Context: an optimization exercise on an open-source flow, tuned for small area, a short achievable clock period and few clock cycles. The choices shown serve that exercise and are no tape-out recipe.
Only simulation tests tie the RTL to the original design; equivalence was not proved.
Power and IR drop assume default switching activity.

===== flow/design.v =====
module epcb (
  input  wire        clk,
  input  wire        rst,           
  input  wire        bus_valid,
  input  wire        bus_we,
  input  wire [15:0] bus_addr,
  input  wire [31:0] bus_wdata,
  output reg  [31:0] bus_rdata,
  output reg         bus_err,
  output wire        irq
);
  localparam [3:0] ERR_NONE   = 4'd0,
                   ERR_OPCODE = 4'd1,
                   ERR_NOKEY  = 4'd2,
                   ERR_LENGTH = 4'd3,
                   ERR_BOUNDS = 4'd4;
  localparam [1:0] S_IDLE = 2'd0,
                   S_RUN  = 2'd1,
                   S_APP  = 2'd2;
  function [15:0] crc16_upd(input [15:0] crc, input [7:0] b);
    integer i;
    reg [15:0] c;
    begin
      c = crc ^ {8'h00, b};
      for (i = 0; i < 8; i = i + 1)
        c = c[0] ? ((c >> 1) ^ 16'h8408) : (c >> 1);
      crc16_upd = c;
    end
  endfunction
  function [31:0] crc32_upd(input [31:0] crc, input [7:0] b);
    integer i;
    reg [31:0] c;
    begin
      c = crc ^ {24'h000000, b};
      for (i = 0; i < 8; i = i + 1)
        c = c[0] ? ((c >> 1) ^ 32'hEDB88320) : (c >> 1);
      crc32_upd = c;
    end
  endfunction
  function [15:0] crc16_w(input [31:0] v);
    begin
      crc16_w = crc16_upd(crc16_upd(crc16_upd(crc16_upd(16'd0, v[7:0]), v[15:8]),
                                    v[23:16]), v[31:24]);
    end
  endfunction
  function [31:0] crc32_w(input [31:0] v);
    begin
      crc32_w = crc32_upd(crc32_upd(crc32_upd(crc32_upd(32'd0, v[7:0]), v[15:8]),
                                    v[23:16]), v[31:24]);
    end
  endfunction
  function [31:0] rotl8(input [31:0] x, input [1:0] n);
    begin
      case (n)
        2'd0: rotl8 = x;
        2'd1: rotl8 = {x[23:0], x[31:24]};
        2'd2: rotl8 = {x[15:0], x[31:16]};
        default: rotl8 = {x[7:0],  x[31:8]};
      endcase
    end
  endfunction
  reg         ctrl_ie, ctrl_gen;
  reg         st_busy, st_done, st_cz, st_ovr;
  reg  [3:0]  st_err;
  reg  [15:0] off_r, len_r;
  reg  [31:0] crcr;             
  reg         crcv;             
  reg  [1:0]   ktype0, ktype1;
  reg          kv0, kv1, skv0, skv1;
  reg  [191:0] key0, key1;
  reg  [127:0] iv0, iv1;
  reg  [2047:0] bufm;
  assign irq = ctrl_ie & st_done;
  reg  [3:0]  p_err;
  reg         p_crc, p_c16, p_app, p_cbc, p_drv;
  reg         p_ctx, p_dir, p_op, p_bs16;
  reg  [1:0]  p_o;              
  reg  [1:0]  state;
  reg         first;
  reg  [5:0]  rr;               
  reg  [1:0]  rg;               
  reg         bub;              
  reg  [5:0]  wb;               
  reg  [1:0]  g;                
  reg  [5:0]  nb;               
  reg  [8:0]  rem;              
  reg         last;             
  reg  [7:0]  uw;               
  wire [1:0] s = off_r[1:0];
  wire        aligned = (bus_addr[1:0] == 2'b00);
  wire        h_wr    = bus_valid & bus_we & aligned;
  wire        h_rd    = bus_valid & ~bus_we & aligned;
  wire        a_glob  = (bus_addr[15:5] == 11'd0);
  wire        a_ctx   = ((bus_addr[15:8] == 8'h01) || (bus_addr[15:8] == 8'h02)) &&
                        (bus_addr[7] == 1'b0);
  wire        a_cidx  = bus_addr[9];
  wire [6:0]  a_coff  = bus_addr[6:0];
  wire        a_buf   = (bus_addr[15:8] == 8'h80);
  wire a_keycfg = a_ctx && (a_coff == 7'h00);
  wire a_key    = a_ctx && (a_coff >= 7'h20) && (a_coff <= 7'h34);
  wire a_iv     = a_ctx && (a_coff >= 7'h40) && (a_coff <= 7'h4C);
  wire a_k1     = a_ctx && (a_coff >= 7'h60) && (a_coff <= 7'h6C);
  wire a_k2     = a_ctx && (a_coff >= 7'h70) && (a_coff <= 7'h7C);
  wire [2:0] a_keyw = a_coff[4:2];
  wire [1:0] a_ivw  = a_coff[3:2];
  wire h_wr_idle   = h_wr & ~st_busy;
  wire h_wr_status = h_wr && a_glob && (bus_addr[4:2] == 3'd2);
  wire h_wr_cmd    = h_wr_idle && a_glob && (bus_addr[4:2] == 3'd3);
  wire [1:0]  kg     = a_ivw;
  wire [1:0]  k_type = a_cidx ? ktype1 : ktype0;
  wire        k_skv  = a_cidx ? skv1 : skv0;
  wire        k_bs16 = (k_type == 2'd3);
  function [31:0] kword(input [1:0] w, input [191:0] key, input [1:0] t);
    reg [31:0] a, b, d;
    begin
      a = key[32*w +: 32];
      b = key[32*(2 + w[0]) +: 32];
      d = key[32*(4 + w[0]) +: 32];
      if (t == 2'd3)
        kword = a;
      else if (w[1])
        kword = 32'd0;
      else if (t == 2'd1)
        kword = b;
      else if (t == 2'd2)
        kword = a ^ b ^ d;
      else
        kword = a;
    end
  endfunction
  wire         ks_c   = st_busy ? p_ctx : (bus_we ? bus_wdata[4] : a_cidx);
  wire [1:0]   ks_g   = st_busy ? rg : (bus_we ? 2'd0 : a_ivw);
  wire [1:0]   ks_t   = ks_c ? ktype1 : ktype0;
  wire [191:0] ks_key = ks_c ? key1 : key0;
  wire [31:0]  k_w    = kword(ks_g, ks_key, ks_t);
  wire [31:0]  k_wn   = kword(ks_g + 2'd1, ks_key, ks_t);   
  wire [31:0]  k_w0   = kword(2'd0, ks_key, ks_t);          
  wire [31:0]  k_wp   = kword((ks_t == 2'd3) ? ks_g - 2'd1 : {1'b0, ~ks_g[0]}, ks_key, ks_t);
  reg  [31:0]  ekq;
  reg  [7:0]   ekpq;
  always @(posedge clk) begin
    ekq  <= k_w;
    ekpq <= k_wp[31:24];
  end
  wire [31:0] h_iv   = a_cidx ? iv1[32*kg +: 32] : iv0[32*kg +: 32];
  wire [127:0] e_iv   = p_ctx ? iv1 : iv0;
  wire [31:0]  iv_w   = e_iv[32*g +: 32];
  wire [1:0]   gn     = g + 2'd1;
  wire [1:0]   gp     = g - 2'd1;
  wire [7:0]   iv_nb  = e_iv[32*gn +: 8];
  wire [7:0]   iv_pb  = e_iv[32*gp + 24 +: 8];
  wire        k_m0   = k_w0[7];                        
  wire        k_m1   = k_w0[6];
  wire        k_lastw = k_bs16 ? (kg == 2'd3) : (kg == 2'd1);
  wire [7:0]  k_nxt  = (k_lastw || kg == 2'd3) ? 8'd0 : k_wn[7:0];
  wire [31:0] k1_raw, k2_raw;
  genvar gi;
  generate
    for (gi = 0; gi < 4; gi = gi + 1) begin : g_dbl
      wire [7:0] b0 = k_w[8*gi +: 8];
      wire [7:0] b1 = (gi == 3) ? k_nxt : k_w[8*gi + 8 +: 8];
      assign k1_raw[8*gi +: 8] = {b0[6:0], b1[7]};
      assign k2_raw[8*gi +: 8] = {b0[5:0], b1[7:6]};
    end
  endgenerate
  wire [7:0]  k_red  = k_bs16 ? 8'h87 : 8'h1B;
  wire [31:0] k1_w   = k_lastw ? (k1_raw ^ {(k_m0 ? k_red : 8'd0), 24'd0}) : k1_raw;
  wire [31:0] k2_w   = k_lastw
                       ? (k2_raw ^ {(k_m1 ? k_red : 8'd0), 24'd0}
                                 ^ {(k_m0 ? {k_red[6:0], 1'b0} : 8'd0), 24'd0}
                                 ^ {8'd0, (k_m0 ? {7'd0, k_red[7]} : 8'd0), 16'd0})
                       : k2_raw;
  wire [31:0] bank_e [0:31];
  wire [31:0] bank_o [0:31];
  generate
    for (gi = 0; gi < 32; gi = gi + 1) begin : g_bank
      assign bank_e[gi] = bufm[64*gi +: 32];
      assign bank_o[gi] = bufm[64*gi + 32 +: 32];
    end
  endgenerate
  wire [5:0]  pre   = off_r[7:2];
  wire [5:0]  rbase = st_busy ? rr : (bus_we ? pre : bus_addr[7:2]);
  wire [4:0]  r_ei  = st_busy ? (rr[5:1] + {4'd0, rr[0]})
                              : (bus_we ? (pre[5:1] + {4'd0, pre[0]}) : bus_addr[7:3]);
  wire [4:0]  r_oi  = rbase[5:1];
  wire [31:0] r_e   = bank_e[r_ei];
  wire [31:0] r_o   = bank_o[r_oi];
  wire [31:0] r_lo  = rbase[0] ? r_o : r_e;
  wire [31:0] r_hi  = rbase[0] ? r_e : r_o;
  reg  [63:0] rdq;
  always @(posedge clk) rdq <= {r_hi, r_lo};
  wire [39:0] r_win = rdq >> {p_o, 3'b000};             
  reg  [5:0]  e_wbase;
  reg  [7:0]  e_mask8;
  reg  [31:0] e_wdata;
  wire [5:0]  wbase = st_busy ? e_wbase : bus_addr[7:2];
  wire [7:0]  wm8   = st_busy ? e_mask8 : ((h_wr_idle && a_buf) ? 8'h0F : 8'h00);
  wire [31:0] wdata = st_busy ? e_wdata : bus_wdata;
  wire [4:0]  w_ei  = st_busy ? (e_wbase[5:1] + {4'd0, e_wbase[0]}) : bus_addr[7:3];
  wire [4:0]  w_oi  = wbase[5:1];
  wire [3:0]  w_em  = wbase[0] ? wm8[7:4] : wm8[3:0];
  wire [3:0]  w_om  = wbase[0] ? wm8[3:0] : wm8[7:4];
  genvar gb;
  generate
    for (gb = 0; gb < 256; gb = gb + 1) begin : g_buf
      wire we_b = ((gb / 4) % 2 == 0) ? (w_em[gb % 4] && (w_ei == gb / 8))
                                      : (w_om[gb % 4] && (w_oi == gb / 8));
      always @(posedge clk) begin
        if (we_b)
          bufm[8*gb +: 8] <= wdata[8*(gb % 4) +: 8];
      end
    end
  endgenerate
  wire [1:0]  pad   = last ? (2'd0 - rem[1:0]) : 2'd0;    
  wire [2:0]  nby   = 3'd4 - {1'b0, pad};
  wire [31:0] c_in  = first ? (p_c16 ? 32'h00006363 : 32'hFFFFFFFF) : crcr;
  wire [31:0] c_v   = (r_win[31:0] ^ c_in) << {pad, 3'b000};
  wire [31:0] c_sh  = nby[2] ? 32'd0 : (c_in >> {nby[1:0], 3'b000});
  wire [31:0] crc_n = (p_c16 ? {16'd0, crc16_w(c_v)} : crc32_w(c_v)) ^ c_sh;
  wire [8:0]  end9  = off_r[8:0] + len_r[8:0];
  wire        cbc_go = (state == S_RUN) && p_cbc && (p_err == ERR_NONE) && (nb != 6'd0) && !bub;
  wire        g_lst  = p_bs16 ? (g == 2'd3) : (g == 2'd1);
  wire        wrap   = p_op ? (g == 2'd0) : g_lst;
  wire [31:0] xa     = p_op ? r_win[39:8] : r_win[31:0];
  wire [31:0] xs0    = p_op ? r_win[31:0] : r_win[39:8];
  wire [31:0] ivs    = p_op ? {iv_w[23:0], iv_pb} : {iv_nb, iv_w[31:8]};
  wire [31:0] us0    = p_dir ? xs0 : (xs0 ^ ivs);
  wire [31:0] us     = !wrap ? us0 : (p_op ? {us0[31:8], uw} : {uw, us0[23:0]});
  wire [31:0] kk     = p_op ? {ekq[23:0], ekpq} : ekq;
  wire [31:0] y      = us ^ kk ^ (p_dir ? iv_w : 32'd0);
  wire [31:0] niv    = p_dir ? xa : y;
  wire [31:0] ua     = p_dir ? xa : (xa ^ iv_w);
  always @(*) begin
    e_wbase = wb;
    e_mask8 = 8'h00;
    e_wdata = rotl8(y, s);
    if (state == S_APP) begin
      e_wbase = end9[7:2];
      e_mask8 = (p_c16 ? 8'h03 : 8'h0F) << end9[1:0];
      e_wdata = rotl8(crcr, end9[1:0]);
    end else if (cbc_go) begin
      e_mask8 = 8'h0F << s;
    end
  end
  wire [31:0] status_word = {24'd0, st_err, st_ovr,
                             (st_busy ? st_cz : (crcv && crcr == 32'd0)),
                             st_done, st_busy};
  reg  [31:0] rd_val;
  always @(*) begin
    rd_val = 32'd0;
    if (a_glob) begin
      case (bus_addr[4:2])
        3'd0: rd_val = 32'h45504231;
        3'd1: rd_val = {30'd0, ctrl_gen, ctrl_ie};
        3'd2: rd_val = status_word;
        3'd3: rd_val = 32'd0;
        3'd4: rd_val = {16'd0, off_r};
        3'd5: rd_val = {16'd0, len_r};
        3'd6: rd_val = crcr;
        default: rd_val = 32'd256;
      endcase
    end else if (a_keycfg)
      rd_val = {22'd0, k_skv, (a_cidx ? kv1 : kv0), 6'd0, k_type};
    else if (a_iv)
      rd_val = h_iv;
    else if (a_k1)
      rd_val = k_skv ? k1_w : 32'd0;
    else if (a_k2)
      rd_val = k_skv ? k2_w : 32'd0;
    else if (a_buf)
      rd_val = r_lo;
  end
  always @(posedge clk) begin
    if (rst) begin
      bus_rdata <= 32'd0;
      bus_err   <= 1'b0;
    end else begin
      bus_rdata <= h_rd ? rd_val : 32'd0;
      bus_err   <= bus_valid & ~aligned;
    end
  end
  wire [3:0]  w_opc  = bus_wdata[3:0];
  wire        w_ctx  = bus_wdata[4];
  wire        w_op   = bus_wdata[6];
  wire        w_crc  = (w_opc >= 4'd1) && (w_opc <= 4'd4);
  wire        w_c16  = (w_opc == 4'd1) || (w_opc == 4'd2);
  wire        w_app  = (w_opc == 4'd2) || (w_opc == 4'd4);
  wire        w_cbc1 = (w_opc == 4'd5);
  wire        w_cbcn = (w_opc == 4'd6);
  wire        w_rsv  = (|bus_wdata[31:7]) || (w_opc == 4'd0) || (w_opc >= 4'd8) ||
                       (w_crc && (bus_wdata[6:4] != 3'd0)) ||
                       ((w_opc == 4'd7) && (bus_wdata[6:5] != 2'd0));
  wire        w_kv   = w_ctx ? kv1 : kv0;
  wire        w_bs16 = (w_ctx ? ktype1 : ktype0) == 2'd3;
  wire [17:0] a_ext    = {2'b00, off_r};
  wire [17:0] n_ext    = {2'b00, len_r};
  wire [17:0] cbcn_end = a_ext + n_ext;
  wire        crc_bad  = (cbcn_end + (w_app ? (w_c16 ? 18'd2 : 18'd4) : 18'd0)) > 18'd256;
  wire        cbc1_bad = (a_ext + (w_bs16 ? 18'd16 : 18'd8)) > 18'd256;
  wire        len_bad  = w_bs16 ? (len_r[3:0] != 4'd0) : (len_r[2:0] != 3'd0);
  reg  [3:0] w_err;
  always @(*) begin
    w_err = ERR_NONE;
    if (w_rsv)
      w_err = ERR_OPCODE;
    else if (w_crc) begin
      if (crc_bad) w_err = ERR_BOUNDS;
    end else if (!w_kv)
      w_err = ERR_NOKEY;
    else if (w_cbc1) begin
      if (cbc1_bad) w_err = ERR_BOUNDS;
    end else if (w_cbcn) begin
      if (len_bad) w_err = ERR_LENGTH;
      else if (cbcn_end > 18'd256) w_err = ERR_BOUNDS;
    end
  end
  wire        w_zero = h_wr_cmd && (w_err == ERR_NONE) && w_cbcn && w_ctx && !ctrl_gen;
  wire [31:0] kd = rst ? 32'd0 : bus_wdata;
  wire [31:0] vd = (rst || w_zero) ? 32'd0 : (st_busy ? niv : bus_wdata);
  genvar gw;
  generate
    for (gw = 0; gw < 6; gw = gw + 1) begin : g_key
      always @(posedge clk) begin
        if (rst || (h_wr_idle && a_key && !a_cidx && a_keyw == gw)) key0[32*gw +: 32] <= kd;
        if (rst || (h_wr_idle && a_key &&  a_cidx && a_keyw == gw)) key1[32*gw +: 32] <= kd;
      end
    end
    for (gw = 0; gw < 4; gw = gw + 1) begin : g_iv
      always @(posedge clk) begin
        if (rst || (h_wr_idle && a_iv && !a_cidx && a_ivw == gw) ||
            (cbc_go && !p_ctx && g == gw))
          iv0[32*gw +: 32] <= vd;
        if (rst || w_zero || (h_wr_idle && a_iv && a_cidx && a_ivw == gw) ||
            (cbc_go && p_ctx && g == gw && (p_bs16 || gw < 2)))
          iv1[32*gw +: 32] <= vd;
      end
    end
  endgenerate
  wire [8:0] rem_n = rem - 9'd4;
  always @(posedge clk) begin
    if (rst) begin
      ctrl_ie  <= 1'b0;
      ctrl_gen <= 1'b0;
      st_busy  <= 1'b0;
      st_done  <= 1'b0;
      st_cz    <= 1'b0;
      st_ovr   <= 1'b0;
      st_err   <= ERR_NONE;
      off_r    <= 16'd0;
      len_r    <= 16'd0;
      crcr     <= 32'd0;
      crcv     <= 1'b0;
      state    <= S_IDLE;
      ktype0 <= 2'd0; ktype1 <= 2'd0;
      kv0 <= 1'b0; kv1 <= 1'b0; skv0 <= 1'b0; skv1 <= 1'b0;
    end else begin
      if (!st_busy) st_cz <= crcv && (crcr == 32'd0);
      if (h_wr_status) begin
        if (bus_wdata[1]) st_done <= 1'b0;
        if (bus_wdata[3]) st_ovr  <= 1'b0;
      end
      if (h_wr && st_busy && !h_wr_status)
        st_ovr <= 1'b1;
      if (h_wr_idle) begin
        if (a_glob) begin
          case (bus_addr[4:2])
            3'd1: begin
              ctrl_ie  <= bus_wdata[0];
              ctrl_gen <= bus_wdata[1];
            end
            3'd3: begin
              st_busy <= 1'b1;
              st_done <= 1'b0;
              st_err  <= ERR_NONE;
              state   <= S_RUN;
            end
            3'd4: off_r <= bus_wdata[15:0];
            3'd5: len_r <= bus_wdata[15:0];
            default: ;
          endcase
        end
        if (a_keycfg) begin
          if (a_cidx) begin ktype1 <= bus_wdata[1:0]; kv1 <= 1'b1; skv1 <= 1'b0; end
          else        begin ktype0 <= bus_wdata[1:0]; kv0 <= 1'b1; skv0 <= 1'b0; end
        end
        if (a_key) begin
          if (a_cidx) begin kv1 <= 1'b0; skv1 <= 1'b0; end
          else        begin kv0 <= 1'b0; skv0 <= 1'b0; end
        end
      end
      if (state == S_RUN) begin
        first <= 1'b0;
        if (first && p_err != ERR_NONE) begin
          st_err  <= p_err;
          st_busy <= 1'b0;
          st_done <= 1'b1;
          state   <= S_IDLE;
        end else if (p_drv) begin
          if (p_ctx) skv1 <= 1'b1; else skv0 <= 1'b1;
          st_busy <= 1'b0;
          st_done <= 1'b1;
          state   <= S_IDLE;
        end else if (p_crc) begin
          crcv <= 1'b1;
          crcr <= (len_r == 16'd0) ? c_in : crc_n;
          rr   <= rr + 6'd1;
          rem  <= rem_n;
          last <= (rem_n <= 9'd4);
          if (last || len_r == 16'd0) begin
            if (p_app)
              state <= S_APP;
            else begin
              st_busy <= 1'b0;
              st_done <= 1'b1;
              state   <= S_IDLE;
            end
          end
        end else begin
          if (!p_op) begin
            rr <= rr + 6'd1;
            rg <= ((p_bs16 ? 2'd3 : 2'd1) == rg) ? 2'd0 : rg + 2'd1;
          end else if (rg == 2'd0) begin
            rg <= p_bs16 ? 2'd3 : 2'd1;
            rr <= rr + (p_bs16 ? 6'd7 : 6'd3);
          end else begin
            rg <= rg - 2'd1;
            rr <= rr - 6'd1;
          end
          bub <= 1'b0;
          if (!bub) begin
            if (p_op ? g_lst : (g == 2'd0))
              uw <= p_op ? ua[31:24] : ua[7:0];
            if (p_op ? (g == 2'd0) : g_lst) begin
              nb <= nb - 6'd1;
              if (p_op) begin
                g  <= p_bs16 ? 2'd3 : 2'd1;
                wb <= wb + (p_bs16 ? 6'd7 : 6'd3);
              end else begin
                g  <= 2'd0;
                wb <= wb + 6'd1;
              end
            end else if (p_op) begin
              g  <= g - 2'd1;
              wb <= wb - 6'd1;
            end else begin
              g  <= g + 2'd1;
              wb <= wb + 6'd1;
            end
            if (nb == 6'd0 || ((p_op ? (g == 2'd0) : g_lst) && nb == 6'd1)) begin
              st_busy <= 1'b0;
              st_done <= 1'b1;
              state   <= S_IDLE;
            end
          end
        end
      end else if (state == S_APP) begin
        st_busy <= 1'b0;
        st_done <= 1'b1;
        state   <= S_IDLE;
      end
      if (h_wr_cmd) begin
        first  <= 1'b1;
        p_err  <= w_err;
        p_crc  <= w_crc;
        p_c16  <= w_c16;
        p_app  <= w_app;
        p_cbc  <= w_cbc1 || w_cbcn;
        p_drv  <= (w_opc == 4'd7);
        p_ctx  <= w_ctx;
        p_dir  <= bus_wdata[5];
        p_op   <= w_op;
        p_bs16 <= w_bs16;
        p_o    <= ((w_cbc1 || w_cbcn) && w_op) ? s - 2'd1 : s;
        rem    <= len_r[8:0];
        last   <= (len_r[8:0] <= 9'd4);
        nb     <= w_cbc1 ? 6'd1 : (w_bs16 ? {1'b0, len_r[8:4]} : len_r[8:3]);
        if ((w_cbc1 || w_cbcn) && w_op) begin
          bub <= 1'b1;
          g   <= w_bs16 ? 2'd3 : 2'd1;
          rg  <= w_bs16 ? 2'd3 : 2'd1;
          wb  <= off_r[7:2] + (w_bs16 ? 6'd3 : 6'd1);
          rr  <= off_r[7:2] + (w_bs16 ? 6'd3 : 6'd1) - ((s == 2'd0) ? 6'd1 : 6'd0);
        end else begin
          bub <= 1'b0;
          g   <= 2'd0;
          rg  <= 2'd1;
          wb  <= off_r[7:2];
          rr  <= off_r[7:2] + 6'd1;
        end
      end
    end
  end
endmodule

===== flow/run.sh =====
#!/bin/bash
# synth_recipe.tcl (not shown) runs the flow's synth.tcl, then flattens the netlist and writes it again
# the make line also repeats each setting of config.mk as NAME=value (left out here)
make -C /OpenROAD-flow-scripts/flow DESIGN_CONFIG=/design/flow/config.mk WORK_HOME=/design/flow/orfs CLKGATE_MAP_FILE= SYNTH_SCRIPT=/design/flow/synth_recipe.tcl finish

===== flow/config.mk =====
export PLATFORM = sky130hd
export DESIGN_NAME = epcb
export DESIGN_NICKNAME = epcb
export VERILOG_FILES = /design/flow/design.v
export SDC_FILE = /design/flow/constraint.sdc
export NUM_CORES = 4
export LEC_CHECK = 0
export CAP_MARGIN = 20
export CORE_MARGIN = 2
export CORE_UTILIZATION = 50
export PLACE_DENSITY = 0.65
export SLEW_MARGIN = 20

===== flow/constraint.sdc =====
create_clock -name core_clock -period 10.0 [get_ports {clk}]
set_input_delay 2.0000 -clock core_clock [delete_from_list [all_inputs] [get_ports {clk}]]
set_output_delay 2.0000 -clock core_clock [all_outputs]
set_load 0.01 [all_outputs]

==> results.toml, run 1 <==
[status]
status = "complete, no violations"

[global_routing]
grt_pass1_wl_um = 698000
overflow = 0
grt_util_all_layers = 0.369
grt_pass1_vias = 87407
grt_max_degree = 114
antenna_found_initial = 39

[clock_tree]
ctsHoldBuffers = 0
cts.sink_count = 2966
cts.repair.resized = 0
clk_latency_ns = 0.92
cts_buffer_depth = 4
cts_made_buffers = 319
clk_pin_slew_ns = 0.06
cts_root_buf = "clkbuf_16"
cts_tree = "built"
cts_setup_buffers = 0
htreeDepth = 5

[timing]
relSlewSlack = 0.121
finalSetupTns_ns = 0
fin_crit_ns = 7.40
hold_slack_ns = 0.471
setup_viol = 0
worst_pin_slew_ns = 1.31
finClkSkew_ns = 0.0652
finalHoldViolations = 0
slew_viol_final = 0
rsz0062_at_grt = "false"
fin_crit_sh = 0.740
max_freq_mhz = 135

[yosys]
synth_warnings = 1
synth-edff-count = 2744
async_flop_share = 0
synth_area_per_cell_um2 = 14.0
synthTopCellsByArea = "edfxtp_1, mux4_2, dfxtp_1"
syn_nets = 9585
synthDistinctLibCells = 96
synth_top_flop_cell = "edfxtp_1"
synth_common_cells = "edfxtp_1, nor2_1, nand2_1"
synth_area_um2 = 132000
synth_top_area_frac = 0.623
yosysSeqAreaShare = 0.656
yosys.area.top_type = "edfxtp_1"
yosys_register_bits = 2966
yosys.cell_count.top_type = "edfxtp_1"
syn_inst = 9474

[hold_path]
hold_depth = 2
hp-start = "crcv$_SDFFE_PP0P_"
min_to = "crcv$_SDFFE_PP0P_"
hold_path_class = "flip-flop to flip-flop"

[placed_design]
gp_congestion = 1.06
io_buffers = 85
dpl.hpwl_um = 340000

[drt]
drc_errors = 0
via_count = 94055
avgRoutedWirePerCell_um = 37.9
wl_met1_um = 184000
routed.top_layer = "met5"
drtAntennaViolNets = 0
met2_wirelength_um = 217000
drt_iter0_drc = 17508
drt_wl_total_um = 509000
dr.pass1.iters = 8
dr_wl_met3_um = 74300
vias_per_cell = 6.99

[final_layout]
seqCellArea_um2 = 86800
nFillCells = 20439
multiInputGateArea_um2 = 44000
nNetsFinal = 9771
drive_gt1_frac = 0.155
area_delta_synth_final_pct = 13.2

[worst_setup_path]
r2r_cells = 18
ff2ff_setup_slack_ns = 2.85
startpoint = "bus_we"
crit_arrival_ns = 8.21
critPathKind = "input pin to flip-flop"
cp-end-kind = "flip-flop"
r2r_start = "p_o[0]$_DFFE_PP_"
path_max_fanout = 15
critPathLaunchType = "input pin"
r2r_end = "crcr[18]$_SDFFE_PP0P_"
worstPathRequired_ns = 10.80

[die]
fp.coreArea_um2 = 263000
dieArea_um2 = 269000
dieWidth_um = 518
ios = 86
start_util = 0.504
die_h_um = 518
rows = 188

[power]
power.density_nw_per_um2 = 293
p_leak_nw = 49.3
peakVddDrop_mv = 1.63

[job]
maxCapViolCount = 0
[worst max path at each step]
stage	endpoint
CTS	crcr[18]$_SDFFE_PP0P_
floorplan	bufm[1001]$_DFFE_PP_
global placement	iv1[106]$_DFFE_PP_
detailed placement	bus_rdata[8]$_SDFF_PP0_
global route	bus_rdata[16]$_SDFF_PP0_
finish	bus_rdata[16]$_SDFF_PP0_
[state kept, by name, summed over array words and instances, names as in the netlist, 9 cells and up, named ones only]
name / flops
off_r: 16
rem: 9
iv1: 128
iv0: 128
crcr: 32
ekq: 32
key1: 192
bus_rdata: 32
len_r: 16
rdq: 64
bufm: 2048
key0: 192
[per-layer routing]
layer,up-vias,global-route usage
met2,7712,0.534
met3,1565,0.112
met4,24,0.202
met5,-,0
li1,37776,-
met1,46978,0.500
[area by class of cell]
type                            instances  area share
Timing Repair Buffer                  470      0.0264
Clock inverter                        179     0.00994
Inverter                              105     0.00265
Antenna cell                           20    0.000334
Multi-Input combinational cell       5798       0.294
Tap cell                             3515      0.0294
Sequential cell                      2966       0.580
Clock buffer                          397      0.0577
[placed cells by master (no fill, tap or decap), types with 33 or more instances in the layout]
cell type        count
clkinv_1            63
nor2_4              44
o21ai_0            291
a22oi_1            358
a21oi_1            425
nand4_1            139
xnor2_1            368
clkbuf_1            54
clkinv_2            62
nor3_1             105
nor2_2              92
a31oi_1             67
a222oi_1            40
a211oi_1            45
dfxtp_1            221
nor2_1             665
o211ai_1            54
a22o_1             289
xor2_1             152
edfxtp_1          2744
nand2_1            771
inv_1              100
clkbuf_16          330
ha_1                52
buf_4              369
mux4_2             304
mux2i_1            234
nand3_1            192
clkdlybuf4s50_1     80
a221oi_1           393
mux2_2              98
nor2b_1             61
o21ai_4             33
and3_1              41
[critical path, cell delays in order]
cell and delay, ns:
clkdlybuf4s50_1 0.66, buf_4 0.40, mux2i_1 0.34, o21ai_1 0.30, nor2_1 0.63, nand2_1 0.40, nor2_2 0.97, buf_4 0.47
a221oi_1 0.16, nand4_1 0.17, nor3_1 0.12, a21oi_1 0.27, mux2_2 0.30, nand2_1 0.33, a221oi_1 0.39, a21oi_1 0.13
nor2_1 0.12
[report_power, final]
| group | internal [mW] | leakage (nW) | switching, mW |
|---|---|---|---|
| clock network | 6.66 | 4.95 | 4.99 |
| logic | 7.78 | 17.4 | 10.5 |
| registers | 13.9 | 26.9 | 0.171 |
[kinds of logic (layout without fill, tap and decap cells)]
family | after synthesis | after routing | share of synthesized area
AO/OA/AOI/OAI | 2272 | 2272 | 0.123
XOR/XNOR | 562 | 562 | 0.0409
adder cells (fa/ha/maj) | 59 | 59 | 0.00581
buffers and inverters | 710 | 1151 | 0.0207
flip-flops | 2966 | 2966 | 0.656
multiplexers | 646 | 646 | 0.0787
other | 0 | 20 | 0
AND/OR/NAND/NOR | 2259 | 2259 | 0.0748
[stage by stage]
stage	power [mW]	setup WS, ns	cell area [um2]	std cells	util
2_1_floorplan	27.5	2.60	132000	9474	-
3_3_place_gp	32.1	2.07	139000	12837	0.530
3_5_place_dp	32.2	2.09	139000	12844	0.531
4_1_cts	43.8	2.60	150000	13420	0.569
5_1_grt	45.2	2.45	150000	13435	0.570
6_report	44.0	2.60	150000	13450	0.570
Testbench counts, summed over its fixed seeds: cycles 14,651.
==> run 2: changes to the inputs <==
--- a/flow/design.v
+++ b/flow/design.v
@@ -80,6 +80,9 @@
   reg  [5:0]  rr;               
   reg  [1:0]  rg;               
   reg         bub;              
+  reg         p_len0;           
+  reg  [1:0]  p_t;              
+  reg  [7:0]  p_m8;             
   reg  [5:0]  wb;               
   reg  [1:0]  g;                
   reg  [5:0]  nb;               
@@ -129,8 +132,8 @@
     end
   endfunction
   wire         ks_c   = st_busy ? p_ctx : (bus_we ? bus_wdata[4] : a_cidx);
-  wire [1:0]   ks_g   = st_busy ? rg : (bus_we ? 2'd0 : a_ivw);
   wire [1:0]   ks_t   = ks_c ? ktype1 : ktype0;
+  wire [1:0]   ks_g   = st_busy ? rg : (bus_we ? 2'd0 : a_ivw);
   wire [191:0] ks_key = ks_c ? key1 : key0;
   wire [31:0]  k_w    = kword(ks_g, ks_key, ks_t);
   wire [31:0]  k_wn   = kword(ks_g + 2'd1, ks_key, ks_t);   
@@ -149,21 +152,28 @@
   wire [1:0]   gp     = g - 2'd1;
   wire [7:0]   iv_nb  = e_iv[32*gn +: 8];
   wire [7:0]   iv_pb  = e_iv[32*gp + 24 +: 8];
-  wire        k_m0   = k_w0[7];                        
-  wire        k_m1   = k_w0[6];
-  wire        k_lastw = k_bs16 ? (kg == 2'd3) : (kg == 2'd1);
-  wire [7:0]  k_nxt  = (k_lastw || kg == 2'd3) ? 8'd0 : k_wn[7:0];
+  wire        k_lastw_n = k_bs16 ? (kg == 2'd3) : (kg == 2'd1);
+  wire [1:0]  k_nxt_n   = (k_lastw_n || kg == 2'd3) ? 2'd0 : k_wn[7:6];
+  reg         k_m0, k_m1, k_lastw, k_bs16q;
+  reg  [1:0]  k_nxt;
+  always @(posedge clk) begin
+    k_m0    <= k_w0[7];                                 
+    k_m1    <= k_w0[6];
+    k_lastw <= k_lastw_n;
+    k_nxt   <= k_nxt_n;
+    k_bs16q <= k_bs16;
+  end
   wire [31:0] k1_raw, k2_raw;
   genvar gi;
   generate
     for (gi = 0; gi < 4; gi = gi + 1) begin : g_dbl
-      wire [7:0] b0 = k_w[8*gi +: 8];
-      wire [7:0] b1 = (gi == 3) ? k_nxt : k_w[8*gi + 8 +: 8];
-      assign k1_raw[8*gi +: 8] = {b0[6:0], b1[7]};
-      assign k2_raw[8*gi +: 8] = {b0[5:0], b1[7:6]};
+      wire [7:0] b0 = ekq[8*gi +: 8];
+      wire [1:0] b1 = (gi == 3) ? k_nxt : ekq[8*gi + 14 +: 2];
+      assign k1_raw[8*gi +: 8] = {b0[6:0], b1[1]};
+      assign k2_raw[8*gi +: 8] = {b0[5:0], b1};
     end
   endgenerate
-  wire [7:0]  k_red  = k_bs16 ? 8'h87 : 8'h1B;
+  wire [7:0]  k_red  = k_bs16q ? 8'h87 : 8'h1B;
   wire [31:0] k1_w   = k_lastw ? (k1_raw ^ {(k_m0 ? k_red : 8'd0), 24'd0}) : k1_raw;
   wire [31:0] k2_w   = k_lastw
                        ? (k2_raw ^ {(k_m1 ? k_red : 8'd0), 24'd0}
@@ -178,18 +188,47 @@
       assign bank_o[gi] = bufm[64*gi + 32 +: 32];
     end
   endgenerate
-  wire [5:0]  pre   = off_r[7:2];
+  wire [15:0] off_nx = rst ? 16'd0 :
+                       (h_wr_idle && a_glob && bus_addr[4:2] == 3'd4) ? bus_wdata[15:0] : off_r;
+  wire [15:0] len_nx = rst ? 16'd0 :
+                       (h_wr_idle && a_glob && bus_addr[4:2] == 3'd5) ? bus_wdata[15:0] : len_r;
+  reg  [5:0]  pre;
+  reg  [4:0]  pre_e;
+  always @(posedge clk) begin
+    pre   <= off_nx[7:2];
+    pre_e <= off_nx[7:3] + {4'd0, off_nx[2]};
+  end
+  wire [16:0] sum_nx = {1'b0, off_nx} + {1'b0, len_nx};
+  wire [8:0]  end_nx = off_nx[8:0] + len_nx[8:0];
+  reg         q_crc0, q_crc2, q_crc4, q_c1b8, q_c1b16, q_lb8, q_lb16, q_le4, q_len0;
+  reg  [8:0]  q_end;
+  always @(posedge clk) begin
+    q_crc0  <= (sum_nx > 17'd256);
+    q_crc2  <= (sum_nx > 17'd254);
+    q_crc4  <= (sum_nx > 17'd252);
+    q_c1b8  <= (off_nx > 16'd248);
+    q_c1b16 <= (off_nx > 16'd240);
+    q_lb8   <= (len_nx[2:0] != 3'd0);
+    q_lb16  <= (len_nx[3:0] != 4'd0);
+    q_le4   <= (len_nx <= 16'd4);
+    q_len0  <= (len_nx == 16'd0);
+    q_end   <= end_nx;
+  end
   wire [5:0]  rbase = st_busy ? rr : (bus_we ? pre : bus_addr[7:2]);
   wire [4:0]  r_ei  = st_busy ? (rr[5:1] + {4'd0, rr[0]})
-                              : (bus_we ? (pre[5:1] + {4'd0, pre[0]}) : bus_addr[7:3]);
+                              : (bus_we ? pre_e : bus_addr[7:3]);
   wire [4:0]  r_oi  = rbase[5:1];
   wire [31:0] r_e   = bank_e[r_ei];
   wire [31:0] r_o   = bank_o[r_oi];
-  wire [31:0] r_lo  = rbase[0] ? r_o : r_e;
-  wire [31:0] r_hi  = rbase[0] ? r_e : r_o;
-  reg  [63:0] rdq;
-  always @(posedge clk) rdq <= {r_hi, r_lo};
-  wire [39:0] r_win = rdq >> {p_o, 3'b000};             
+  reg  [63:0] rdq;              
+  reg         rsw;              
+  always @(posedge clk) begin
+    rdq <= {r_o, r_e};
+    rsw <= rbase[0];
+  end
+  wire [31:0] e_lo  = rsw ? rdq[63:32] : rdq[31:0];
+  wire [31:0] e_hi  = rsw ? rdq[31:0] : rdq[63:32];
+  wire [39:0] r_win = {e_hi, e_lo} >> {p_o, 3'b000};    
   reg  [5:0]  e_wbase;
   reg  [7:0]  e_mask8;
   reg  [31:0] e_wdata;
@@ -211,14 +250,28 @@
       end
     end
   endgenerate
-  wire [1:0]  pad   = last ? (2'd0 - rem[1:0]) : 2'd0;    
-  wire [2:0]  nby   = 3'd4 - {1'b0, pad};
-  wire [31:0] c_in  = first ? (p_c16 ? 32'h00006363 : 32'hFFFFFFFF) : crcr;
-  wire [31:0] c_v   = (r_win[31:0] ^ c_in) << {pad, 3'b000};
-  wire [31:0] c_sh  = nby[2] ? 32'd0 : (c_in >> {nby[1:0], 3'b000});
+  reg  [1:0]  pad;                                     
+  reg  [2:0]  csel;
+  reg  [3:0]  czm;                                     
+  reg  [31:0] c_d;
+  integer cl;
+  always @(*) begin
+    for (cl = 0; cl < 4; cl = cl + 1)
+      c_d[8*cl +: 8] = czm[cl] ? rdq[8*((csel + cl) % 8) +: 8] : 8'd0;
+  end
+  wire [31:0] c_v   = c_d ^ (crcr << {pad, 3'b000});
+  wire [31:0] c_sh  = (pad == 2'd0) ? 32'd0 : (crcr >> {3'd4 - {1'b0, pad}, 3'b000});
   wire [31:0] crc_n = (p_c16 ? {16'd0, crc16_w(c_v)} : crc32_w(c_v)) ^ c_sh;
-  wire [8:0]  end9  = off_r[8:0] + len_r[8:0];
+  function [6:0] csel_of(input r0, input [1:0] o, input [1:0] pd);
+    begin
+      csel_of[6:4] = {r0, 2'b00} + {1'b0, o} - {1'b0, pd};
+      csel_of[3:0] = 4'hF << pd;
+    end
+  endfunction
+  wire [8:0]  end9  = q_end;
   wire        cbc_go = (state == S_RUN) && p_cbc && (p_err == ERR_NONE) && (nb != 6'd0) && !bub;
+  wire        crc_fin = last || p_len0;
+  wire        app_go = (state == S_APP);
   wire        g_lst  = p_bs16 ? (g == 2'd3) : (g == 2'd1);
   wire        wrap   = p_op ? (g == 2'd0) : g_lst;
   wire [31:0] xa     = p_op ? r_win[39:8] : r_win[31:0];
@@ -232,15 +285,8 @@
   wire [31:0] ua     = p_dir ? xa : (xa ^ iv_w);
   always @(*) begin
     e_wbase = wb;
-    e_mask8 = 8'h00;
-    e_wdata = rotl8(y, s);
-    if (state == S_APP) begin
-      e_wbase = end9[7:2];
-      e_mask8 = (p_c16 ? 8'h03 : 8'h0F) << end9[1:0];
-      e_wdata = rotl8(crcr, end9[1:0]);
-    end else if (cbc_go) begin
-      e_mask8 = 8'h0F << s;
-    end
+    e_mask8 = (cbc_go || app_go) ? p_m8 : 8'h00;
+    e_wdata = rotl8(p_crc ? crcr : y, p_t);
   end
   wire [31:0] status_word = {24'd0, st_err, st_ovr,
                              (st_busy ? st_cz : (crcv && crcr == 32'd0)),
@@ -263,21 +309,31 @@
       rd_val = {22'd0, k_skv, (a_cidx ? kv1 : kv0), 6'd0, k_type};
     else if (a_iv)
       rd_val = h_iv;
-    else if (a_k1)
-      rd_val = k_skv ? k1_w : 32'd0;
-    else if (a_k2)
-      rd_val = k_skv ? k2_w : 32'd0;
-    else if (a_buf)
-      rd_val = r_lo;
   end
+  localparam [1:0] R_Q = 2'd0, R_BUF = 2'd1, R_K1 = 2'd2, R_K2 = 2'd3;
+  reg  [31:0] rq;
+  reg  [1:0]  rsel;
+  reg         ra2;
   always @(posedge clk) begin
     if (rst) begin
-      bus_rdata <= 32'd0;
-      bus_err   <= 1'b0;
+      rq      <= 32'd0;
+      rsel    <= R_Q;
+      bus_err <= 1'b0;
     end else begin
-      bus_rdata <= h_rd ? rd_val : 32'd0;
-      bus_err   <= bus_valid & ~aligned;
+      rq      <= h_rd ? rd_val : 32'd0;
+      rsel    <= !h_rd ? R_Q : a_buf ? R_BUF : (a_k1 && k_skv) ? R_K1 :
+                 (a_k2 && k_skv) ? R_K2 : R_Q;
+      bus_err <= bus_valid & ~aligned;
     end
+    ra2 <= bus_addr[2];
+  end
+  always @(*) begin
+    case (rsel)
+      R_BUF:   bus_rdata = ra2 ? rdq[63:32] : rdq[31:0];
+      R_K1:    bus_rdata = k1_w;
+      R_K2:    bus_rdata = k2_w;
+      default: bus_rdata = rq;
+    endcase
   end
   wire [3:0]  w_opc  = bus_wdata[3:0];
   wire        w_ctx  = bus_wdata[4];
@@ -292,12 +348,9 @@
                        ((w_opc == 4'd7) && (bus_wdata[6:5] != 2'd0));
   wire        w_kv   = w_ctx ? kv1 : kv0;
   wire        w_bs16 = (w_ctx ? ktype1 : ktype0) == 2'd3;
-  wire [17:0] a_ext    = {2'b00, off_r};
-  wire [17:0] n_ext    = {2'b00, len_r};
-  wire [17:0] cbcn_end = a_ext + n_ext;
-  wire        crc_bad  = (cbcn_end + (w_app ? (w_c16 ? 18'd2 : 18'd4) : 18'd0)) > 18'd256;
-  wire        cbc1_bad = (a_ext + (w_bs16 ? 18'd16 : 18'd8)) > 18'd256;
-  wire        len_bad  = w_bs16 ? (len_r[3:0] != 4'd0) : (len_r[2:0] != 3'd0);
+  wire        crc_bad  = w_app ? (w_c16 ? q_crc2 : q_crc4) : q_crc0;
+  wire        cbc1_bad = w_bs16 ? q_c1b16 : q_c1b8;
+  wire        len_bad  = w_bs16 ? q_lb16 : q_lb8;
   reg  [3:0] w_err;
   always @(*) begin
     w_err = ERR_NONE;
@@ -311,7 +364,7 @@
       if (cbc1_bad) w_err = ERR_BOUNDS;
     end else if (w_cbcn) begin
       if (len_bad) w_err = ERR_LENGTH;
-      else if (cbcn_end > 18'd256) w_err = ERR_BOUNDS;
+      else if (q_crc0) w_err = ERR_BOUNDS;
     end
   end
   wire        w_zero = h_wr_cmd && (w_err == ERR_NONE) && w_cbcn && w_ctx && !ctrl_gen;
@@ -401,12 +454,14 @@
           st_done <= 1'b1;
           state   <= S_IDLE;
         end else if (p_crc) begin
-          crcv <= 1'b1;
-          crcr <= (len_r == 16'd0) ? c_in : crc_n;
+          if (!p_len0)
+            crcr <= crc_n;
           rr   <= rr + 6'd1;
           rem  <= rem_n;
           last <= (rem_n <= 9'd4);
-          if (last || len_r == 16'd0) begin
+          pad  <= (rem_n <= 9'd4) ? 2'd0 - rem[1:0] : 2'd0;
+          {csel, czm} <= csel_of(rr[0], s, (rem_n <= 9'd4) ? 2'd0 - rem[1:0] : 2'd0);
+          if (crc_fin) begin
             if (p_app)
               state <= S_APP;
             else begin
@@ -460,6 +515,13 @@
       end
       if (h_wr_cmd) begin
         first  <= 1'b1;
+        p_len0 <= q_len0;
+        pad    <= q_le4 ? 2'd0 - len_r[1:0] : 2'd0;
+        {csel, czm} <= csel_of(pre[0], s, q_le4 ? 2'd0 - len_r[1:0] : 2'd0);
+        if (w_crc && w_err == ERR_NONE) begin
+          crcv <= 1'b1;
+          crcr <= w_c16 ? 32'h00006363 : 32'hFFFFFFFF;
+        end
         p_err  <= w_err;
         p_crc  <= w_crc;
         p_c16  <= w_c16;
@@ -472,8 +534,10 @@
         p_bs16 <= w_bs16;
         p_o    <= ((w_cbc1 || w_cbcn) && w_op) ? s - 2'd1 : s;
         rem    <= len_r[8:0];
-        last   <= (len_r[8:0] <= 9'd4);
+        last   <= q_le4;
         nb     <= w_cbc1 ? 6'd1 : (w_bs16 ? {1'b0, len_r[8:4]} : len_r[8:3]);
+        p_t    <= w_crc ? end9[1:0] : s;
+        p_m8   <= w_crc ? ((w_c16 ? 8'h03 : 8'h0F) << end9[1:0]) : (8'h0F << s);
         if ((w_cbc1 || w_cbcn) && w_op) begin
           bub <= 1'b1;
           g   <= w_bs16 ? 2'd3 : 2'd1;
@@ -484,7 +548,7 @@
           bub <= 1'b0;
           g   <= 2'd0;
           rg  <= 2'd1;
-          wb  <= off_r[7:2];
+          wb  <= w_crc ? end9[7:2] : off_r[7:2];
           rr  <= off_r[7:2] + 6'd1;
         end
       end
==> flow/flow/run.sh (new file) <==
#!/bin/bash
# Layout: the standard flow (standard.sh, unchanged synthesis and steps),
# except that the port buffers ORFS inserts before global placement are
# sky130_fd_sc_hd__buf_4 cells rather than the delay cells buffer_ports picks
# by default. Every input and output port still gets its buffer.
set -euo pipefail
export BUFFER_PORTS_ARGS="-buffer_cell sky130_fd_sc_hd__buf_4"
bash standard.sh > standard.log 2>&1
==> flow/standard.sh (new file) <==
#!/bin/bash
# synth_recipe.tcl (not shown) runs the flow's synth.tcl, then flattens the netlist and writes it again
# the make line also repeats each setting of config.mk as NAME=value (left out here)
make -C /OpenROAD-flow-scripts/flow DESIGN_CONFIG=/design/flow/config.mk WORK_HOME=/design/flow/orfs CLKGATE_MAP_FILE= SYNTH_SCRIPT=/design/flow/synth_recipe.tcl "${@:-finish}"
--- a/flow/config.mk
+++ b/flow/config.mk
@@ -8,5 +8,8 @@
 export CAP_MARGIN = 20
 export CORE_MARGIN = 2
 export CORE_UTILIZATION = 50
+export CTS_CLUSTER_DIAMETER = 70
+export CTS_CLUSTER_SIZE = 24
 export PLACE_DENSITY = 0.65
+export SETUP_SLACK_MARGIN = 5
 export SLEW_MARGIN = 20
removed: flow/run.sh
==> results.toml, run 2 <==
[status]
status = "complete, no violations"

[final_layout]
nFillCells = 21094
top_regs = "bufm x2048, key0 x192, key1 x192"
layout_commonest_cell = "edfxtp_1"
mostFrequentLayoutCells = "edfxtp_1, nand2_1, nor2_1"
finish.utilization = 0.565
top_register = "bufm"
drive_gt1_frac = 0.174
area_delta_synth_final_pct = 12.3
final_area_um2 = 152000
nNetsFinal = 10093
largest_reg_flops = 2048

[worst_setup_path]
cp_top_family = "simple AND/OR/NAND/NOR gates"
crit_top_cell = "nor4_1"
timing.critical_path.buf_inv = 1
path_max_fanout = 16
path_cells = "buf_4 > nor4_1 > nand3_1 > nor4_1 > nand4_1 > or2_2 > nor3_1 > nor4_4 > or2_4 > a211oi_1"
critPathLaunchType = "input pin"
worstPathRequired_ns = 10.54
critPathKind = "input pin to flip-flop"
slowest_delay_ns = 0.89
crit_slowest_cell = "a211oi_1"
cp-end-kind = "flip-flop"
ff2ff_setup_slack_ns = 4.95
crit_arrival_ns = 5.81

[timing]
worst_pin_slew_ns = 1.20
finalSetupTns_ns = 0
fin_crit_sh = 0.526
hold_slack_ns = 0.466
max_freq_mhz = 190
slew_viol_final = 0
finalHoldViolations = 0
finClkSkew_ns = 0.0958
relSlewSlack = 0.195
setup_viol = 0
rsz0062_at_grt = "true"
fin_crit_ns = 5.26

[drt]
drtAntennaViolNets = 0
dr.pass1.iters = 9
via_count = 94432
drt_wl_total_um = 495000
vias_per_cell = 6.90
avgRoutedWirePerCell_um = 36.1
drt_iter0_drc = 15746
drc_errors = 0

[global_routing]
grt_pass1_wl_um = 680000
grt_max_degree = 168
grt_util_all_layers = 0.352
overflow = 0
grt_pass1_vias = 88024
antenna_found_initial = 19

[yosys]
synth_area_per_cell_um2 = 13.7
yosys.cell_count.top_type = "edfxtp_1"
synthDistinctLibCells = 85
synth_common_cells = "edfxtp_1, nand2_1, nor2_1"
async_flop_share = 0
syn_inst = 9870
synth_area_um2 = 135000
synthTopCellsByArea = "edfxtp_1, mux4_2, dfxtp_1"
synth_top_area_frac = 0.614
yosys_register_bits = 3022
synth_top_flop_cell = "edfxtp_1"
syn_nets = 9980
synth-edff-count = 2762
yosysSeqAreaShare = 0.653
yosys.area.top_type = "edfxtp_1"
synth_warnings = 1

[placed_design]
dpl.hpwl_um = 315000
gp_congestion = 1.00
place_area_um2 = 142000
io_buffers = 85

[die]
dieWidth_um = 524
fp.coreArea_um2 = 268000
ios = 86
dieArea_um2 = 274000
die_h_um = 524
rows = 190
start_util = 0.503

[clock_tree]
htreeDepth = 4
cts_root_buf = "clkbuf_16"
clk_pin_slew_ns = 0.10
cts_made_buffers = 171
cts_buffer_depth = 3
clk_latency_ns = 0.93
cts_tree = "built"
ctsHoldBuffers = 0
cts.sink_count = 3022

[hold_path]
hold_path_class = "flip-flop to flip-flop"

[power]
power.density_nw_per_um2 = 206
p_leak_nw = 49.8
peakVddDrop_mv = 0.544
finalPower_mw = 31.3

[job]
maxCapViolCount = 0
==> run 2: stage by stage <==
step,instances,setup slack (ns)
after floorplan,9870,4.46
after global placement,13164,3.18
after detailed placement,13171,3.16
after CTS,13583,4.86
after global routing,13684,4.75
final,13688,4.74
==> run 2: worst paths after layout <==
path | from | end | depth (start not counted)
min reg2reg | bufm[32]$_DFFE_PP_ | rdq[32]$_DFF_P_ | 1
max | bus_wdata[3] | iv0[91]$_DFFE_PP_ | 10
min | bufm[32]$_DFFE_PP_ | rdq[32]$_DFF_P_ | 1
max reg2reg | csel[0]$_DFFE_PP_ | crcr[19]$_SDFF_PP0_ | 18
==> run 2: cells by family (layout without fill, tap and decap cells) <==
kind of cell | count (synthesis) | count (layout) | synth area share
compound gates | 2279 | 2279 | 0.116
xor+xnor | 553 | 553 | 0.0468
fa+ha+maj | 58 | 58 | 0.00560
buf+inv | 744 | 1001 | 0.0213
flops | 3022 | 3022 | 0.653
mux | 737 | 737 | 0.0776
other cells | 0 | 6 | 0
simple gates | 2477 | 2480 | 0.0801
==> run 2: timing repair <==
item	CTS	global route
gates resized for setup	148	197
pin swaps	49	76
setup endpoints to repair	2805	2158
setup buffers	89	88
hold endpoints to repair	0	0
cloned	3	5
==> run 2: layout make-up <==
type | instances | area [um2] | area share
Tap cell | 3552 | 4440 | 0.0293
Clock buffer | 236 | 4560 | 0.0301
Timing Repair Buffer | 609 | 5340 | 0.0352
Antenna cell | 6 | 15.0 | 0.0000990
Clock inverter | 84 | 1250 | 0.00827
Inverter | 72 | 312 | 0.00206
Multi-Input combinational cell | 6107 | 47500 | 0.313
Sequential cell | 3022 | 88200 | 0.582
==> run 2: where the power goes <==
part	internal, mW	switching (mW)
clock	3.57	4.50
sequential	14.1	0.447
combinational	4.19	4.51
==> run 2: per-layer routing <==
metal	GRT usage	part of all wire
met5	0	0.00069
met4	0.196	0.070
met3	0.0861	0.13
met2	0.530	0.44
met1	0.471	0.36
Testbench counts of run 2, summed over its fixed seeds: cycles 14,651.
==> run 3: changes to the inputs <==
--- a/flow/design.v
+++ b/flow/design.v
@@ -81,6 +81,8 @@
   reg  [1:0]  rg;               
   reg         bub;              
   reg         p_len0;           
+  reg         p_zero;           
+  wire        zero_now = p_zero && first && (state == S_RUN);
   reg  [1:0]  p_t;              
   reg  [7:0]  p_m8;             
   reg  [5:0]  wb;               
@@ -147,11 +149,11 @@
   end
   wire [31:0] h_iv   = a_cidx ? iv1[32*kg +: 32] : iv0[32*kg +: 32];
   wire [127:0] e_iv   = p_ctx ? iv1 : iv0;
-  wire [31:0]  iv_w   = e_iv[32*g +: 32];
+  wire [31:0]  iv_w   = zero_now ? 32'd0 : e_iv[32*g +: 32];
   wire [1:0]   gn     = g + 2'd1;
   wire [1:0]   gp     = g - 2'd1;
-  wire [7:0]   iv_nb  = e_iv[32*gn +: 8];
-  wire [7:0]   iv_pb  = e_iv[32*gp + 24 +: 8];
+  wire [7:0]   iv_nb  = zero_now ? 8'd0 : e_iv[32*gn +: 8];
+  wire [7:0]   iv_pb  = zero_now ? 8'd0 : e_iv[32*gp + 24 +: 8];
   wire        k_lastw_n = k_bs16 ? (kg == 2'd3) : (kg == 2'd1);
   wire [1:0]  k_nxt_n   = (k_lastw_n || kg == 2'd3) ? 2'd0 : k_wn[7:6];
   reg         k_m0, k_m1, k_lastw, k_bs16q;
@@ -198,14 +200,15 @@
     pre   <= off_nx[7:2];
     pre_e <= off_nx[7:3] + {4'd0, off_nx[2]};
   end
-  wire [16:0] sum_nx = {1'b0, off_nx} + {1'b0, len_nx};
-  wire [8:0]  end_nx = off_nx[8:0] + len_nx[8:0];
+  wire        hi_nx  = (|off_nx[15:9]) || (|len_nx[15:9]);
+  wire [9:0]  s9_nx  = {1'b0, off_nx[8:0]} + {1'b0, len_nx[8:0]};
+  wire [8:0]  end_nx = s9_nx[8:0];
   reg         q_crc0, q_crc2, q_crc4, q_c1b8, q_c1b16, q_lb8, q_lb16, q_le4, q_len0;
   reg  [8:0]  q_end;
   always @(posedge clk) begin
-    q_crc0  <= (sum_nx > 17'd256);
-    q_crc2  <= (sum_nx > 17'd254);
-    q_crc4  <= (sum_nx > 17'd252);
+    q_crc0  <= hi_nx || (s9_nx > 10'd256);
+    q_crc2  <= hi_nx || (s9_nx > 10'd254);
+    q_crc4  <= hi_nx || (s9_nx > 10'd252);
     q_c1b8  <= (off_nx > 16'd248);
     q_c1b16 <= (off_nx > 16'd240);
     q_lb8   <= (len_nx[2:0] != 3'd0);
@@ -367,9 +370,9 @@
       else if (q_crc0) w_err = ERR_BOUNDS;
     end
   end
-  wire        w_zero = h_wr_cmd && (w_err == ERR_NONE) && w_cbcn && w_ctx && !ctrl_gen;
+  wire        w_zero = (w_err == ERR_NONE) && w_cbcn && w_ctx && !ctrl_gen;
   wire [31:0] kd = rst ? 32'd0 : bus_wdata;
-  wire [31:0] vd = (rst || w_zero) ? 32'd0 : (st_busy ? niv : bus_wdata);
+  wire [31:0] vd = rst ? 32'd0 : (st_busy ? niv : bus_wdata);
   genvar gw;
   generate
     for (gw = 0; gw < 6; gw = gw + 1) begin : g_key
@@ -383,9 +386,9 @@
         if (rst || (h_wr_idle && a_iv && !a_cidx && a_ivw == gw) ||
             (cbc_go && !p_ctx && g == gw))
           iv0[32*gw +: 32] <= vd;
-        if (rst || w_zero || (h_wr_idle && a_iv && a_cidx && a_ivw == gw) ||
+        if (rst || zero_now || (h_wr_idle && a_iv && a_cidx && a_ivw == gw) ||
             (cbc_go && p_ctx && g == gw && (p_bs16 || gw < 2)))
-          iv1[32*gw +: 32] <= vd;
+          iv1[32*gw +: 32] <= (zero_now && !(cbc_go && g == gw)) ? 32'd0 : vd;
       end
     end
   endgenerate
@@ -516,6 +519,7 @@
       if (h_wr_cmd) begin
         first  <= 1'b1;
         p_len0 <= q_len0;
+        p_zero <= w_zero;
         pad    <= q_le4 ? 2'd0 - len_r[1:0] : 2'd0;
         {csel, czm} <= csel_of(pre[0], s, q_le4 ? 2'd0 - len_r[1:0] : 2'd0);
         if (w_crc && w_err == ERR_NONE) begin
--- a/flow/config.mk
+++ b/flow/config.mk
@@ -7,9 +7,9 @@
 export LEC_CHECK = 0
 export CAP_MARGIN = 20
 export CORE_MARGIN = 2
-export CORE_UTILIZATION = 50
+export CORE_UTILIZATION = 60
 export CTS_CLUSTER_DIAMETER = 70
 export CTS_CLUSTER_SIZE = 24
-export PLACE_DENSITY = 0.65
+export PLACE_DENSITY = 0.75
 export SETUP_SLACK_MARGIN = 5
 export SLEW_MARGIN = 20
==> results.toml, run 3 <==
[final_layout]
largest_reg_flops = 2048
area_delta_synth_final_pct = 11.2
top_regs = "bufm x2048, key0 x192, key1 x192"
nFillCells = 15349
multiInputGateArea_um2 = 47300
nNetsFinal = 10077
top_register = "bufm"
mostFrequentLayoutCells = "edfxtp_1, nand2_1, nor2_1"
drive_gt1_frac = 0.164
layout_commonest_cell = "edfxtp_1"
seqCellArea_um2 = 88200

[worst_setup_path]
r2r_cells = 15
crit_arrival_ns = 6.04
ff2ff_setup_slack_ns = 4.74
path_max_fanout = 6
slowest_delay_ns = 0.88
path_cells = "mux2i_1 > o22ai_1 > o21ai_4 > xnor2_4 > xnor3_2 > xnor3_2 > buf_4 > xor2_4 > xor2_4 > xnor2_4 > xnor3_1 > xor2_1 > a211o_1 > a31o_1 > a21oi_2"
r2r_start = "rdq[42]$_DFF_P_"
worstPathRequired_ns = 10.78
critPathLaunchType = "flip-flop"
cp_top_family = "XOR/XNOR gates"
cp.depth = 15
timing.critical_path.buf_inv = 1
cp-end-kind = "flip-flop"
r2r_end = "crcr[22]$_SDFF_PP0_"
crit_slowest_cell = "dfxtp_1"
critPathKind = "flip-flop to flip-flop"

[clock_tree]
cts_root_buf = "clkbuf_16"
cts_made_buffers = 165
cts_tree = "built"
clk_pin_slew_ns = 0.09
cts.sink_count = 3023
cts_buffer_depth = 3
htreeDepth = 4
clk_latency_ns = 0.89

[timing]
finClkSkew_ns = 0.0744
setup_viol = 0
max_freq_mhz = 190
relSlewSlack = 0.0960
finalHoldViolations = 0
fin_crit_sh = 0.526
fin_crit_ns = 5.26
hold_slack_ns = 0.412
finalSetupTns_ns = 0
slew_viol_final = 0
worst_pin_slew_ns = 1.35
rsz0062_at_grt = "true"

[hold_path]
hold_depth = 0
hold_path_class = "flip-flop to flip-flop"
hp-start = "q_len0$_DFF_P_"
min_to = "p_len0$_DFFE_PP_"

[global_routing]
top_usage_layer = "met2"
antenna_found_initial = 30
grt_util_met2 = 0.613
grt_pass1_wl_um = 682000
grt_util_all_layers = 0.425
grt_max_degree = 168
overflow = 0
grt.met1_usage = 0.556
grt_pass1_vias = 89173
grt_util_met3 = 0.138

[yosys]
synth_area_um2 = 135000
synth_xor_area_frac = 0.0493
synth-edff-count = 2763
yosys_register_bits = 3023
synth_compound_area_frac = 0.114
syn_inst = 9855
synthSimpleGateAreaFrac = 0.0795
synthAdderAreaFrac = 0.00494
synth_mux_area_frac = 0.0783
synth_area_per_cell_um2 = 13.7
yosys.area.top_type = "edfxtp_1"
async_flop_share = 0
yosys.cell_count.top_type = "edfxtp_1"
synth_top_family_by_area = "compound AO/OA/AOI/OAI gates"
synth_common_cells = "edfxtp_1, nor2_1, nand2_1"
synthDistinctLibCells = 87
yosysSeqAreaShare = 0.652
synth_top_area_frac = 0.614
synthTopCellsByArea = "edfxtp_1, dfxtp_1, mux2i_1"
synth_warnings = 1
syn_nets = 9958
synth_top_flop_cell = "edfxtp_1"

[drt]
via_count = 95863
drtAntennaViolNets = 0
avgRoutedWirePerCell_um = 37.9
drc_errors = 0
vias_per_cell = 7.30
drt_iter0_drc = 17356
drt_wl_total_um = 498000
dr.pass1.iters = 9

[die]
rows = 174
ios = 86
die_h_um = 479
dieWidth_um = 479
start_util = 0.602
dieArea_um2 = 229000
fp.coreArea_um2 = 224000

[placed_design]
dpl.hpwl_um = 315000
gp_congestion = 1.04
io_buffers = 85

[status]
status = "complete, no violations"

[power]
peakVddDrop_mv = 0.178
power.density_nw_per_um2 = 167
p_leak_nw = 49.7

[job]
maxCapViolCount = 0
## run 3: cell families (layout without fill, tap and decap cells)
logic type,Yosys count,in the layout
XOR/XNOR,594,594
adder cells (fa/ha/maj),51,51
other,0,25
AO/OA/AOI/OAI,2189,2197
multiplexers,787,787
AND/OR/NAND/NOR,2470,2473
flip-flops,3023,3023
buffers and inverters,741,994
## run 3: how the worst max path moves through the flow
stage	endpoint	from	slack, ns
5_1_grt	crcr[23]$_SDFF_PP0_	csel[0]$_DFFE_PP_	4.66
6_report	crcr[22]$_SDFF_PP0_	rdq[42]$_DFF_P_	4.74
2_1_floorplan	q_crc0$_DFF_P_	bus_addr[10]	4.43
3_5_place_dp	crcr[27]$_SDFF_PP0_	csel[0]$_DFFE_PP_	2.85
3_3_place_gp	crcr[27]$_SDFF_PP0_	csel[0]$_DFFE_PP_	2.93
4_1_cts	crcr[27]$_SDFF_PP0_	csel[0]$_DFFE_PP_	4.85
## run 3: per-layer routing
layer  part of all wire  routed length (um)
met1               0.33              166000
met3               0.16               78400
met2               0.43              212000
met5            0.00044                 220
met4              0.082               40800
## run 3: report_power, final
| part | internal (mW) | switching (mW) | total [mW] | leakage (nW) |
|---|---|---|---|---|
| clock | 3.42 | 4.26 | 7.68 | 2.57 |
| sequential | 14.1 | 0.402 | 14.5 | 27.4 |
| combinational | 1.13 | 1.80 | 2.93 | 19.8 |
## run 3: worst reg2reg max path, delay by kind of cell (launching register included)
| family | cells | cell delay (ns) |
|---|---|---|
| buffers and inverters | 1 | 0.17 |
| multiplexers | 1 | 0.24 |
| AO/OA/AOI/OAI | 5 | 1.18 |
| flip-flops | 1 | 0.88 |
| XOR/XNOR | 8 | 2.70 |
## run 3: stage by stage
step | setup slack [ns] | area [um2] | instances | power [mW] | util
floorplan | 4.43 | 136000 | 9855 | 16.2 | -
global placement | 2.93 | 141000 | 12575 | 17.2 | 0.626
detailed placement | 2.85 | 141000 | 12585 | 17.3 | 0.627
CTS | 4.85 | 149000 | 13034 | 24.8 | 0.663
global route | 4.66 | 150000 | 13119 | 25.6 | 0.669
finish | 4.74 | 150000 | 13136 | 25.1 | 0.669
## run 3: timing repair
| item | CTS | global route |
|---|---|---|
| gates cloned | 12 | 6 |
| gates resized for setup | 234 | 141 |
| setup endpoints to repair | 2360 | 2095 |
| pin swaps | 77 | 77 |
| hold buffers | 0 | 0 |
| setup buffers | 125 | 68 |
## run 3: cell type report
class	instances	area share
Antenna cell	25	0.000416
Clock buffer	249	0.0302
Clock inverter	63	0.00583
Inverter	91	0.00241
Multi-Input combinational cell	6102	0.315
Sequential cell	3023	0.587
Tap cell	2992	0.0249
Timing Repair Buffer	590	0.0341
Timing Repair inverter	1	0.0000583
Testbench counts of run 3, summed over its fixed seeds: cycles 14,651.
==> run 4: changes to the inputs <==
--- a/flow/config.mk
+++ b/flow/config.mk
@@ -7,9 +7,9 @@
 export LEC_CHECK = 0
 export CAP_MARGIN = 20
 export CORE_MARGIN = 2
-export CORE_UTILIZATION = 60
+export CORE_UTILIZATION = 50
 export CTS_CLUSTER_DIAMETER = 70
 export CTS_CLUSTER_SIZE = 24
-export PLACE_DENSITY = 0.75
+export PLACE_DENSITY = 0.65
 export SETUP_SLACK_MARGIN = 5
 export SLEW_MARGIN = 20
==> results.toml, run 4 <==
[timing]
relSlewSlack = 0.0720
finClkSkew_ns = 0.0908
fin_crit_sh = 0.518
max_freq_mhz = 193
rsz0062_at_grt = "true"
fin_crit_ns = 5.18
worst_pin_slew_ns = 1.39
finalSetupTns_ns = 0
finalHoldViolations = 0
slew_viol_final = 0
setup_viol = 0

[yosys]
synth_warnings = 1
yosys.area.top_type = "edfxtp_1"
yosys.cell_count.top_type = "edfxtp_1"
yosysSeqAreaShare = 0.652
synth_common_cells = "edfxtp_1, nor2_1, nand2_1"
synthTopCellsByArea = "edfxtp_1, dfxtp_1, mux2i_1"
synth-edff-count = 2763
synthDistinctLibCells = 87
synth_top_flop_cell = "edfxtp_1"
syn_inst = 9855
synth_top_area_frac = 0.614
yosys_register_bits = 3023
async_flop_share = 0
synth_area_per_cell_um2 = 13.7

[worst_setup_path]
crit_arrival_ns = 5.96
critPathLaunchType = "flip-flop"
critPathKind = "flip-flop to flip-flop"
path_max_fanout = 6
worstPathRequired_ns = 10.77

[power]
power.density_nw_per_um2 = 169
p_leak_nw = 50.7
peakVddDrop_mv = 0.138

[drt]
drt_wl_total_um = 528000
via_count = 96010
vias_per_cell = 6.94
drtAntennaViolNets = 0
drc_errors = 0
drt_iter0_drc = 17264

[placed_design]
io_buffers = 85
gp_congestion = 1.04
dpl.hpwl_um = 336000

[global_routing]
grt_pass1_wl_um = 708000
grt_pass1_vias = 87266
antenna_found_initial = 51
overflow = 0
grt_max_degree = 184
grt_util_all_layers = 0.373

[final_layout]
top_register = "bufm"
finish.utilization = 0.569
drive_gt1_frac = 0.178
area_delta_synth_final_pct = 13.0
nFillCells = 21037
top_regs = "bufm x2048, key0 x192, key1 x192"
layout_commonest_cell = "edfxtp_1"

[status]
status = "complete, no violations"

[die]
start_util = 0.503
fp.coreArea_um2 = 268000
rows = 190
dieWidth_um = 524
dieArea_um2 = 274000
die_h_um = 524
ios = 86

[clock_tree]
cts_tree = "built"
cts_made_buffers = 183
cts_buffer_depth = 4
ctsHoldBuffers = 0
cts_root_buf = "clkbuf_16"
clk_pin_slew_ns = 0.08
htreeDepth = 4

[job]
maxCapViolCount = 0
run 4: area by class of cell:
| class | count | area [um2] | area share |
|---|---|---|---|
| clock buffers | 239 | 4890 | 0.0321 |
| repair buffers | 710 | 6230 | 0.0408 |
| repair inverters | 1 | 8.76 | 0.0000574 |
| diodes | 40 | 100 | 0.000656 |
| clock inverters | 82 | 1050 | 0.00687 |
| flip-flops and latches | 3023 | 88200 | 0.578 |
| well taps | 3552 | 4440 | 0.0291 |
| inverters | 91 | 363 | 0.00238 |
| multi-input cells | 6104 | 47400 | 0.310 |
run 4: repair_timing:
item / 4_1_cts / 5_1_grt
gates resized for setup: 197 / 214
setup endpoints to repair: 2120 / 1652
gates cloned: 14 / 6
setup buffers: 148 / 118
hold endpoints to repair: 0 / 0
pin swaps: 96 / 116
run 4: path summary, 6_finish.rpt:
kind,slack (ns),end,depth (start not counted),start
worst max-delay path,4.82,crcr[22]$_SDFF_PP0_,22,csel[0]$_DFFE_PP_
worst max register to register,4.82,crcr[22]$_SDFF_PP0_,22,csel[0]$_DFFE_PP_
worst min-delay path,0.44,p_len0$_DFFE_PP_,0,q_len0$_DFF_P_
worst min register to register,0.44,p_len0$_DFFE_PP_,0,q_len0$_DFF_P_
run 4: worst max-delay path, stage by stage, from the launching register on:
cell and delay (ns):
edfxtp_1 0.44, buf_12 0.18, buf_8 0.12, ha_4 0.19, xor2_4 0.18, buf_6 0.15, buf_4 0.14, a31oi_4 0.14
nand4_1 0.31, xnor2_4 0.24, buf_12 0.15, buf_4 0.15, xnor2_4 0.13, xnor3_2 0.53, xor2_4 0.27, xor2_2 0.20
buf_6 0.18, xnor2_4 0.14, xnor3_1 0.44, xor2_1 0.17, a211o_1 0.29, a31o_1 0.21, a21oi_1 0.12
run 4: logic make-up (layout without fill, tap and decap cells):
family,count (synthesis),in the layout,share of synthesized area
xor gates and xnor gates,594,594,0.0493
other,0,40,0
and+or+nand+nor,2470,2472,0.0795
adders and majority gates,51,51,0.00494
buffers and inverters,741,1123,0.0214
muxes,787,790,0.0783
AOI/OAI and AO/OA,2189,2197,0.114
DFF,3023,3023,0.652
run 4: power breakdown:
part           switching (mW)  total (mW)  internal, mW
registers               0.424        14.5          14.1
logic                    1.89        3.04          1.16
clock network            4.48        8.26          3.78
total                    6.79        25.8          19.0
run 4: per-stage QoR:
step                      hold WS [ns]  instance area (um2)  instances  setup slack (ns)
after global placement           0.423               142000      13176              3.23
after global routing             0.430               153000      13815              4.68
after detailed placement         0.413               142000      13184              3.18
after floorplan                  0.386               136000       9855              4.43
after CTS                        0.432               150000      13667              4.91
final                            0.438               153000      13842              4.82
run 4: layer usage:
layer | share of wire | global-route usage | wire (um) | vias up
li1 | - | - | - | 38623
met1 | 0.36 | 0.500 | 190000 | 48148
met2 | 0.43 | 0.541 | 226000 | 7700
met3 | 0.15 | 0.118 | 77200 | 1511
met4 | 0.066 | 0.200 | 34600 | 28
met5 | 0.0010 | 0.00797 | 539 | -

Setup slack of run 4, layout unchanged: 4.819 ns with ideal ports, 4.819 ns with driving cells assumed (clock clkbuf_16, inputs buf_2), 3.943 ns with port delays also shifted by the 0.982 ns mid clock arrival.
